This design comes from an exercise in tuning for small area, a short achievable clock period and few clock cycles per item on the open sky130 flow, not from production work. At most, simulation tests tie the RTL to the original design; equivalence was not proved.

## old
==> flow/design.v (excerpt) <==
module modexp_unit #(
    parameter integer W = 128
) (
    input  wire         clk,
    input  wire         rst,      
    input  wire         start,
    input  wire [W-1:0] a,
    input  wire [W-1:0] e,
    input  wire [W-1:0] n,
    output wire         ready,
    output reg          done,
    output reg          fault,
    output wire [W-1:0] r
);
Size in the first run: ~5400 cells after synthesis, about 860 flip-flops, about 520 I/O pins.
clock: 12.0 ns
lec_check: 0
cap_margin: 20
core_margin: 2
core_utilization: 40
slew_margin: 20
synth_hierarchical: 1
synth_minimum_keep_size: 0
standard.sh (not shown) runs the stock make flow with config.mk's settings and CLKGATE_MAP_FILE= SYNTH_SCRIPT=/design/flow/synth_recipe.tcl, a recipe that flattens the netlist after the stock synthesis.
==> flow/flow/run.sh <==
#!/bin/bash
# Layout flow: the standard flow (standard.sh), unchanged, except that
set -euo pipefail
margin=$(tr -d ' \n' < flow/margin.txt)
portbuf=$(tr -d ' \n' < flow/port_buffer.txt)
export BUFFER_PORTS_ARGS="-buffer_cell ${portbuf}"
sed "s|\"\${@:-finish}\"|SETUP_SLACK_MARGIN=${margin} \"\${@:-finish}\"|" standard.sh > standard_margin.sh
bash standard.sh synth > synth.log 2>&1
bash standard_margin.sh finish > layout.log 2>&1
==> flow/flow/margin.txt <==
8.0
==> flow/flow/port_buffer.txt <==
sky130_fd_sc_hd__buf_1
The following lists how new was set up differently from old:
==> flow/flow/margin.txt <==
7.5
For new and old, there was not a single run that failed to finish clean.
The startpoint of the most critical setup path comes out x_q[0]$_DFFE_PP_ in one run and c_q$_DFFE_PP_ in the other, namely in old and new respectively.
Against old, new comes in 181 lower on non-clock buffer count.
Fmax: new above old
old vs new, uppermost metal layer occupied by signal nets: met5 vs met4
[compare] base=old new=new: clock latency of the later-clocked register in the worst-skew pair picked up an extra 0.02 ns; initial core utilization flat; routed wire length lower; final design utilization shrank by 2.1 points; met3 wirelength from detailed routing dropped about 11%.
The run showing the greater pre-CTS setup slack is old.
No functional check of the RTL was part of any run of this note.

* * *

modexp_unit, a different RTL version from the one above (not shown whole).
Size: roughly 5400 cells after synthesis, ~860 flip-flops, roughly 520 I/O pins, roughly 64000 um2 of cells after synthesis.
==> flow/design.v (excerpt) <==
module modexp_unit #(
    parameter integer W = 128
) (
    input  wire         clk,
    input  wire         rst,      
    input  wire         start,
    input  wire [W-1:0] a,
    input  wire [W-1:0] e,
    input  wire [W-1:0] n,
    output wire         ready,
    output reg          done,
    output reg          fault,
    output wire [W-1:0] r
);
export LEC_CHECK = 0
export CAP_MARGIN = 20
export CORE_MARGIN = 2
export CORE_UTILIZATION = 40
export SLEW_MARGIN = 20
export SYNTH_HIERARCHICAL = 1
export SYNTH_MINIMUM_KEEP_SIZE = 0
create_clock -name core_clock -period 12.0 [get_ports {clk}]
==> flow/flow/margin.txt <==
7.5
Scripts as last shown in full above: flow/flow/run.sh, flow/flow/port_buffer.txt
The first run completed without violations.
Testbench counts at the start, summed over its fixed seeds: cycles 443,934, items 48.
Edit:
Settings changed: CTS_CLUSTER_DIAMETER from default to 100, CTS_CLUSTER_SIZE from default to 20.
What happened:
- The new run completed without violations
- synthesized area does not change
- wire length falls by 0.53%
- hold slack degrades by 0.049 ns
Edit:
==> flow/flow/margin.txt (replaced) <==
8.0
What happened: The new run completed with no timing, DRC or antenna violations. Hold slack improves by 0.042 ns. Wire length rises by 6.1%. Die area stays the same. Core utilization goes up by 1.8 points. Worst setup slack gets better by 0.26 ns. Cell count goes up by 2.5%. Design area rose by 4.0%. Non-clock buffer count grows by 189.

* * *

## run 5
Another version of the RTL of modexp_unit (not shown whole).
Size in the first run: about 5200 cells after synthesis, about 850 flip-flops, ~520 I/O pins.
export LEC_CHECK = 0
export CAP_MARGIN = 20
export CORE_MARGIN = 2
export CORE_UTILIZATION = 40
export SLEW_MARGIN = 20
export SYNTH_HIERARCHICAL = 1
export SYNTH_MINIMUM_KEEP_SIZE = 0
create_clock -name core_clock -period 12.0 [get_ports {clk}]
==> flow/flow/run.sh <==
#!/bin/bash
set -euo pipefail
margin=$(tr -d ' \n' < flow/margin.txt)
sed "s|\"\${@:-finish}\"|SETUP_SLACK_MARGIN=${margin} \"\${@:-finish}\"|" standard.sh > standard_margin.sh
bash standard.sh synth > synth.log 2>&1
bash standard_margin.sh finish > layout.log 2>&1
==> flow/flow/margin.txt <==
7.5
#### Input delta (run 4 over run 5)
==> flow/run.sh (new file) <==
#!/bin/bash
# synth_recipe.tcl (not shown) runs the flow's synth.tcl, then flattens the netlist and writes it again
# the make line also repeats each setting of config.mk as NAME=value (left out here)
make -C /OpenROAD-flow-scripts/flow DESIGN_CONFIG=/design/flow/config.mk WORK_HOME=/design/flow/orfs CLKGATE_MAP_FILE= SYNTH_SCRIPT=/design/flow/synth_recipe.tcl finish
removed: flow/flow/run.sh
removed: flow/flow/margin.txt
removed: flow/standard.sh
## What came out
Run 4 did not stop at any stage, and its layout met the timing, DRC and antenna checks. Re design area: run 5 and run 4 aren't equal, and the higher value belongs to run 5. Run 4 against run 5: cell count decreased 149; total instance count after detailed placement essentially unchanged.
No functional check of the RTL was part of any run of this note.

* * *

## delta
Another version of the RTL of modexp_unit (not shown whole).
Size: roughly 6400 cells after synthesis, roughly 840 flip-flops, ~67000 sq um of cells after synthesis.
make LEC_CHECK=0 ABC_CLOCK_PERIOD_IN_PS=4000 CAP_MARGIN=20 CORE_MARGIN=2 CORE_UTILIZATION=40 SLEW_MARGIN=20 finish   # period 12.0 ns
run.sh (not shown) runs the stock make flow with config.mk's settings and CLKGATE_MAP_FILE= SYNTH_SCRIPT=/design/flow/synth_recipe.tcl, a recipe that flattens the netlist after the stock synthesis.
Stock flow here: none of the scripts above is used.
## Diff of input files: gamma against delta
- a deleted ABC_CLOCK_PERIOD_IN_PS that had been 4000
Results
From gamma to delta, width of the chip did not move at all. Between gamma and delta, the quantity of gates resized following cts does not differ in any meaningful way. gamma and delta ended up with nearly the same core utilization. First-pass GRT wire length: gamma vs delta identical. Combined area of all synthesized cells: delta vs gamma identical.
No run of this note included a check of the RTL's function; only the layout flow was run.

* * *

modexp_unit, a different RTL version from the one above (not shown whole).
Size in the first run: roughly 67000 um2 of cells after synthesis.
==> flow/config.mk <==
export PLATFORM = sky130hd
export DESIGN_NAME = modexp_unit
export DESIGN_NICKNAME = modexp_unit
export VERILOG_FILES = /design/flow/design.v
export SDC_FILE = /design/flow/constraint.sdc
export NUM_CORES = 4
export LEC_CHECK = 0
export CAP_MARGIN = 20
export CORE_MARGIN = 2
export CORE_UTILIZATION = 40
export SLEW_MARGIN = 20
==> flow/constraint.sdc <==
create_clock -name core_clock -period 12.0 [get_ports {clk}]
set_input_delay 2.4000 -clock core_clock [delete_from_list [all_inputs] [get_ports {clk}]]
set_output_delay 2.4000 -clock core_clock [all_outputs]
set_load 0.01 [all_outputs]
standard.sh (not shown) runs the stock make flow with config.mk's settings and CLKGATE_MAP_FILE= SYNTH_SCRIPT=/design/flow/synth_recipe.tcl, a recipe that flattens the netlist after the stock synthesis.
==> flow/flow/run.sh <==
#!/bin/bash
set -euo pipefail
margin=$(tr -d ' \n' < flow/margin.txt)
sed "s|\"\${@:-finish}\"|SETUP_SLACK_MARGIN=${margin} \"\${@:-finish}\"|" standard.sh > standard_margin.sh
bash standard.sh synth > synth.log 2>&1
bash standard_margin.sh finish > layout.log 2>&1
==> flow/flow/margin.txt <==
7
Edit:
==> flow/run.sh (new file) <==
#!/bin/bash
# synth_recipe.tcl (not shown) runs the flow's synth.tcl, then flattens the netlist and writes it again
# the make line also repeats each setting of config.mk as NAME=value (left out here)
make -C /OpenROAD-flow-scripts/flow DESIGN_CONFIG=/design/flow/config.mk WORK_HOME=/design/flow/orfs CLKGATE_MAP_FILE= SYNTH_SCRIPT=/design/flow/synth_recipe.tcl finish
removed: flow/flow/run.sh
removed: flow/flow/margin.txt
removed: flow/standard.sh
Final area is lower by a few percent.
Clock-buffer cell count is higher by 7.
Die area does not change.
Via count is lower by a few percent.
No run of this note included a check of the RTL's function; only the layout flow was run.

* * *

Setup of wip/juniper:
Another version of the RTL of modexp_unit (not shown whole).
Size in the first run: roughly 5600 cells after synthesis, about 860 flip-flops, about 520 I/O pins.
clock: 12.0 ns
lec_check: 0
cap_margin: 20
core_margin: 2
core_utilization: 40
cts_cluster_diameter: 100
cts_cluster_size: 20
slew_margin: 20
synth_hierarchical: 1
synth_minimum_keep_size: 0
==> flow/flow/run.sh <==
#!/bin/bash
# Layout flow: the standard flow (standard.sh), unchanged, except that
set -euo pipefail
margin=$(tr -d ' \n' < flow/margin.txt)
portbuf=$(tr -d ' \n' < flow/port_buffer.txt)
export BUFFER_PORTS_ARGS="-buffer_cell ${portbuf}"
sed "s|\"\${@:-finish}\"|SETUP_SLACK_MARGIN=${margin} \"\${@:-finish}\"|" standard.sh > standard_margin.sh
bash standard.sh synth > synth.log 2>&1
bash standard_margin.sh finish > layout.log 2>&1
==> flow/flow/margin.txt <==
8.5
Scripts as last shown in full above: flow/flow/port_buffer.txt
wip/juniper ran to completion and came out clean on the timing, DRC and antenna checks.
Testbench counts of wip/juniper, summed over its fixed seeds: cycles 443,934, items 48.
Relative to wip/juniper, the following input files were edited for wip/yarrow:
- CTS_CLUSTER_DIAMETER changed from 100 to 110
- CTS_CLUSTER_SIZE changed from 20 to 24
==> flow/flow/margin.txt <==
8.0
[summary]
wip/yarrow reached the end of the flow, and the finished layout is clean on the timing, DRC and antenna checks. Looking only at post-route non-filler standard cell count, and setting everything else aside, the higher value of wip/juniper and wip/yarrow goes to wip/juniper. Summary of wip/yarrow over wip/juniper: final weighted congestion of routability-driven global placement higher, clock latency on the worst-skew pair ~0 delta, share of the cycle needed by the critical path after routing went down, worst setup slack has increased, design area went down by about 8%. wip/yarrow improves on wip/juniper in total length of routed wires. Looking at wip/juniper and wip/yarrow, the global routing usage on met2 is a wash.
> inputs changed (wip/yarrow -> wip/umber)
- CTS_CLUSTER_DIAMETER now 100, was 110
- CTS_CLUSTER_SIZE now 20, was 24
==> comparison <==
- On cell area, wip/umber and wip/yarrow are basically level.
- Summary of wip/umber over wip/yarrow: via count of the first global-routing pass ~0 delta.
- Taking wip/yarrow as the reference, in wip/umber final non-filler cell total barely changed; setup slack went down 0.018 ns; violation count after the first detailed-routing iteration decreased about 3.7%; number of inserted filler cells in the final layout moved down.

[re-timing with driven ports]
How much do the figures lean on ideal ports? The routed layouts below were timed once more, with nothing changed but the port constraints.
Step 1: set_driving_cell puts a clkbuf_16 on clk and a buf_2 on each other input, an assumption about the parent block.
Step 2 adds t to the input delays and takes it off the output delays; t is the mean of the earliest and latest rising clock arrival at the registers after step 1. Input paths then give back, and output paths get back, about the clock's delay inside the block.
Three values: ideal ports, drivers, drivers and shift; two values: the first two.
run	t (ns)	setup slack, ns	worst setup path at the end	clock arrival spread, ns
old	0.818	7.311 / 7.311 / 7.311	register to register	0.037 / 0.036
new	0.824	7.432 / 7.432 / 7.432	register to register	0.059 / 0.060
the first run of note 2	0.826	7.545 / 7.545 / 7.545	register to register	0.053 / 0.053
the second run of note 2	0.771	7.576 / 7.576 / 7.576	register to register	0.098 / 0.098
the third run of note 2	0.788	7.833 / 7.833 / 7.833	register to register	0.046 / 0.046
run 5	0.803	6.873 / 6.873 / 6.873	register to register	0.060 / 0.061
run 4	0.804	5.520 / 5.520 / 5.520	register to register	0.050 / 0.050
delta	0.847	4.636 / 4.636 / 4.636	register to register	0.055 / 0.055
gamma	0.847	4.636 / 4.636 / 4.636	register to register	0.055 / 0.055
the first run of note 5	0.846	6.528 / 6.528 / 6.528	register to register	0.036 / 0.036
the second run of note 5	0.857	4.988 / 4.988 / 4.988	register to register	0.066 / 0.065
wip/juniper	0.776	7.691 / 7.691 / 7.691	register to register	0.065 / 0.064
wip/yarrow	0.737	7.761 / 7.761 / 7.761	register to register	0.076 / 0.076
wip/umber	0.742	7.743 / 7.743 / 7.743	register to register	0.051 / 0.051
After both steps setup and hold are still met in every run listed.
